Source: an optimization exercise on an open RTL-to-GDS flow (aim: small area, a short achievable clock period and few clock cycles). Production flows keep margins and buffers that such runs may drop.
RTL that was checked went through simulation tests only; none was proved equivalent to the original.

==> inputs of run Z <==
// fzac_coder
module fzac_coder (
    input  wire        clk,
    input  wire        rst,
    input  wire        cmd_valid,
    output wire        cmd_ready,
    input  wire [7:0]  cmd_op,
    input  wire [31:0] cmd_a0,
    input  wire [31:0] cmd_a1,
    input  wire [31:0] cmd_a2,
    output reg         rsp_valid,
    output reg  [2:0]  rsp_err,
    output reg  [31:0] rsp_res,
    output wire        out_valid,
    input  wire        out_ready,
    output wire [7:0]  out_data,
    input  wire        in_valid,
    output wire        in_ready,
    input  wire [7:0]  in_data,
    input  wire        in_end
);
    localparam [7:0] OP_NOP          = 8'h00;
    localparam [7:0] OP_SOFT_RESET   = 8'h01;
    localparam [7:0] OP_ENC_START    = 8'h10;
    localparam [7:0] OP_ENC_INTERVAL = 8'h11;
    localparam [7:0] OP_ENC_CLOSE    = 8'h12;
    localparam [7:0] OP_DEC_START    = 8'h20;
    localparam [7:0] OP_DEC_COUNT    = 8'h21;
    localparam [7:0] OP_DEC_REMOVE   = 8'h22;
    localparam [2:0] E_OK       = 3'd0;
    localparam [2:0] E_ILLEGAL  = 3'd1;
    localparam [2:0] E_PROTOCOL = 3'd2;
    localparam [2:0] E_INTERVAL = 3'd3;
    localparam [2:0] E_DESYNC   = 3'd4;
  ...
Settings: LEC_CHECK=0, CAP_MARGIN=20, CORE_MARGIN=2, CORE_UTILIZATION=40, SLEW_MARGIN=20; clock period 13.0 ns.
standard.sh (not shown) runs the stock make flow with config.mk's settings and CLKGATE_MAP_FILE= SYNTH_SCRIPT=/design/flow/synth_recipe.tcl, a recipe that flattens the netlist after the stock synthesis.
==> flow/flow/run.sh <==
#!/bin/bash
# The standard layout, with ORFS timing repair aimed below the clock
# constraint (the SDC keeps the design's period) so the achieved period drops.
set -uo pipefail
MARGIN=9.0
bash standard.sh SETUP_SLACK_MARGIN=$MARGIN TNS_END_PERCENT=100 finish > make_finish.log 2>&1
==> run H: changes against run Z <==
--- a/flow/design.v
+++ b/flow/design.v
@@ -307,20 +307,18 @@
                         end else begin
                             mode  <= M_DEC;
                             low   <= 27'd0;
                             high  <= TOP_VALUE;
                             value <= 27'd0;
                             vbits <= 5'd27;
                             eos   <= 1'b0;
                             icnt  <= 4'd0;
-                            if (!(in_valid && in_ready_r)) begin
-                                nbv        <= 1'b0;
-                                in_ready_r <= 1'b1;
-                            end
+                            nbv   <= 1'b0;
+                            in_ready_r <= 1'b1;
                             pcnt  <= 5'd27;
                             state <= S_PRIME;
                         end
                     end
                     OP_ENC_INTERVAL: begin
                         if (mode != M_ENC || closed) begin
                             respond(E_PROTOCOL); release_cmd;
                         end else if (!l_ok) begin
==> flow/flow/run.sh (replaced) <==
#!/bin/bash
# The standard layout, with ORFS timing repair aimed below the clock
# constraint (the SDC keeps the design's period) so the achieved period drops.
set -uo pipefail
MARGIN=8.5
bash standard.sh SETUP_SLACK_MARGIN=$MARGIN TNS_END_PERCENT=100 finish > make_finish.log 2>&1
==> run R: changes against run Z <==
--- a/flow/design.v
+++ b/flow/design.v
@@ -104,43 +104,27 @@
     wire        z1  = !t4[27];
     wire [27:0] tn  = z1 ? {t4[26:0], 1'b0} : t4;
     wire [4:0]  tsteps = 5'd28 - {z16, z8, z4, z2, z1};
     wire        rz2 = (range[27:26] == 2'd0);
     wire        rz1 = !range[27] && range[26];
     wire [27:0] rn  = rz2 ? {range[25:0], 2'd0} : rz1 ? {range[26:0], 1'b0} : range;
     wire [4:0]  rsteps = rz2 ? 5'd26 : rz1 ? 5'd27 : 5'd28;
     wire        mbit = qh[27];
-    wire [29:0] ah  = {2'b00, acch, 1'b0};
-    wire [29:0] bh  = mbit ? {2'b00, a1r} : 30'd0;
-    wire [29:0] nd1 = ~{2'b00, a2r};
-    wire [29:0] nd2 = ~{1'b0, a2r, 1'b0};
-    wire [29:0] sh  = ah + bh;
-    wire [29:0] uh1 = ah ^ bh ^ nd1;
-    wire [29:0] vh1 = (ah & bh) | (ah & nd1) | (bh & nd1);
-    wire [29:0] uh2 = ah ^ bh ^ nd2;
-    wire [29:0] vh2 = (ah & bh) | (ah & nd2) | (bh & nd2);
-    wire [29:0] xh1 = uh1 + {vh1[28:0], 1'b1};
-    wire [29:0] xh2 = uh2 + {vh2[28:0], 1'b1};
+    wire [28:0] sh   = {1'b0, acch, 1'b0} + (mbit ? {1'b0, a1r} : 29'd0);
+    wire [29:0] xh1  = {1'b0, sh} - {2'b00, a2r};
+    wire [29:0] xh2  = {1'b0, sh} - {1'b0, a2r, 1'b0};
     wire        dh2  = !xh2[29];
     wire        dh1  = !xh1[29];
     wire [26:0] acch_nx = dh2 ? xh2[26:0] : dh1 ? xh1[26:0] : sh[26:0];
     wire [27:0] qh_nx   = {dh2 ? qph[26:0] : qh[26:0], dh1 && !dh2};
     wire [27:0] qph_nx  = {(dh1 || dh2) ? qph[26:0] : qh[26:0], !(dh1 && !dh2)};
-    wire [27:0] al  = {2'b00, accl, 1'b0};
-    wire [27:0] bl  = mbit ? {3'b000, a0r[24:0]} : 28'd0;
-    wire [27:0] ne1 = ~{2'b00, a2r[25:0]};
-    wire [27:0] ne2 = ~{1'b0, a2r[25:0], 1'b0};
-    wire [27:0] sl  = al + bl;
-    wire [27:0] ul1 = al ^ bl ^ ne1;
-    wire [27:0] vl1 = (al & bl) | (al & ne1) | (bl & ne1);
-    wire [27:0] ul2 = al ^ bl ^ ne2;
-    wire [27:0] vl2 = (al & bl) | (al & ne2) | (bl & ne2);
-    wire [27:0] xl1 = ul1 + {vl1[26:0], 1'b1};
-    wire [27:0] xl2 = ul2 + {vl2[26:0], 1'b1};
+    wire [26:0] sl   = {1'b0, accl, 1'b0} + (mbit ? {2'b00, a0r[24:0]} : 27'd0);
+    wire [27:0] xl1  = {1'b0, sl} - {2'b00, a2r[25:0]};
+    wire [27:0] xl2  = {1'b0, sl} - {1'b0, a2r[25:0], 1'b0};
     wire        dl2  = !xl2[27];
     wire        dl1  = !xl1[27];
     wire [24:0] accl_nx = dl2 ? xl2[24:0] : dl1 ? xl1[24:0] : sl[24:0];
     wire [26:0] ql_nx   = {dl2 ? qpl[25:0] : ql[25:0], dl1 && !dl2};
     wire [26:0] qpl_nx  = {(dl1 || dl2) ? qpl[25:0] : ql[25:0], !(dl1 && !dl2)};
     wire [26:0] nl_w = low + ql;
     wire [27:0] nh_full = {1'b0, low} + qh - 28'd1;
     wire [26:0] nh_w = nh_full[26:0];
@@ -307,20 +291,18 @@
                         end else begin
                             mode  <= M_DEC;
                             low   <= 27'd0;
                             high  <= TOP_VALUE;
                             value <= 27'd0;
                             vbits <= 5'd27;
                             eos   <= 1'b0;
                             icnt  <= 4'd0;
-                            if (!(in_valid && in_ready_r)) begin
-                                nbv        <= 1'b0;
-                                in_ready_r <= 1'b1;
-                            end
+                            nbv   <= 1'b0;
+                            in_ready_r <= 1'b1;
                             pcnt  <= 5'd27;
                             state <= S_PRIME;
                         end
                     end
                     OP_ENC_INTERVAL: begin
                         if (mode != M_ENC || closed) begin
                             respond(E_PROTOCOL); release_cmd;
                         end else if (!l_ok) begin
==> flow/run.sh (new file) <==
#!/bin/bash
# synth_recipe.tcl (not shown) runs the flow's synth.tcl, then flattens the netlist and writes it again
# the make line also repeats each setting of config.mk as NAME=value (left out here)
make -C /OpenROAD-flow-scripts/flow DESIGN_CONFIG=/design/flow/config.mk WORK_HOME=/design/flow/orfs CLKGATE_MAP_FILE= SYNTH_SCRIPT=/design/flow/synth_recipe.tcl finish
removed: flow/flow/run.sh
removed: flow/standard.sh
==> comparison <==
- Hold slack: run H > run Z > run R.
- The lowest die area belongs to run R, the highest to run H.
- Critical path depth: run Z < run H < run R.
- Sequential share of layout area: run Z < run H < run R.
- In run H the synthesized area is higher than in run Z, by 1.6%.
- First-iteration DRC count, highest first: run Z, run H, run R.
- The lowest cell count belongs to run R, the highest to run Z.
- The lowest register-to-register slack belongs to run R, the highest to run Z.
- The lowest routed wire length belongs to run R, the highest to run Z.
- Between run H and run R, the lower worst setup slack is in run R (gap 2600 ps).
Testbench counts of run H, summed over its fixed seeds: cycles 365,057.
For run Z and run R, only the layout was checked, not whether the RTL still works.

static timing again, ports no longer ideal:
Ports are ideal in the flow. The routed layouts listed here were re-timed in OpenROAD.
Step 1 (the two cells are an assumption about what drives the block):
set clk [get_ports {clk}]
set_driving_cell -lib_cell sky130_fd_sc_hd__clkbuf_16 $clk
set_driving_cell -lib_cell sky130_fd_sc_hd__buf_2 [delete_from_list [all_inputs] $clk]
Step 2 times the ports against the registers' clock, not the clock port: input delays grow and output delays shrink by t, the midpoint of the rising clock arrivals with the driver on.
Slacks: no drivers / after step 1 / after step 2; pairs: no drivers / after step 1.
run | shift t [ns] | setup WS [ns] | hold WS [ns] | worst setup path after step 2 | slew at the worst register clock pin (ns)
run Z | 0.767 | 8.645 / 8.645 / 8.245 | 0.451 / 0.451 / 0.451 | input to register | 0.07 / 0.07
run H | 0.752 | 8.477 / 8.477 / 7.862 | 0.452 / 0.452 / 0.452 | input to register | 0.07 / 0.07
run R | 0.736 | 5.897 / 5.897 / 5.897 | 0.447 / 0.447 / 0.447 | register to register | 0.07 / 0.07
After both steps setup and hold are still met in every run listed. For run H, which loses most, drivers alone change the setup slack by 0.000 ns; drivers and shift together by -0.615 ns.
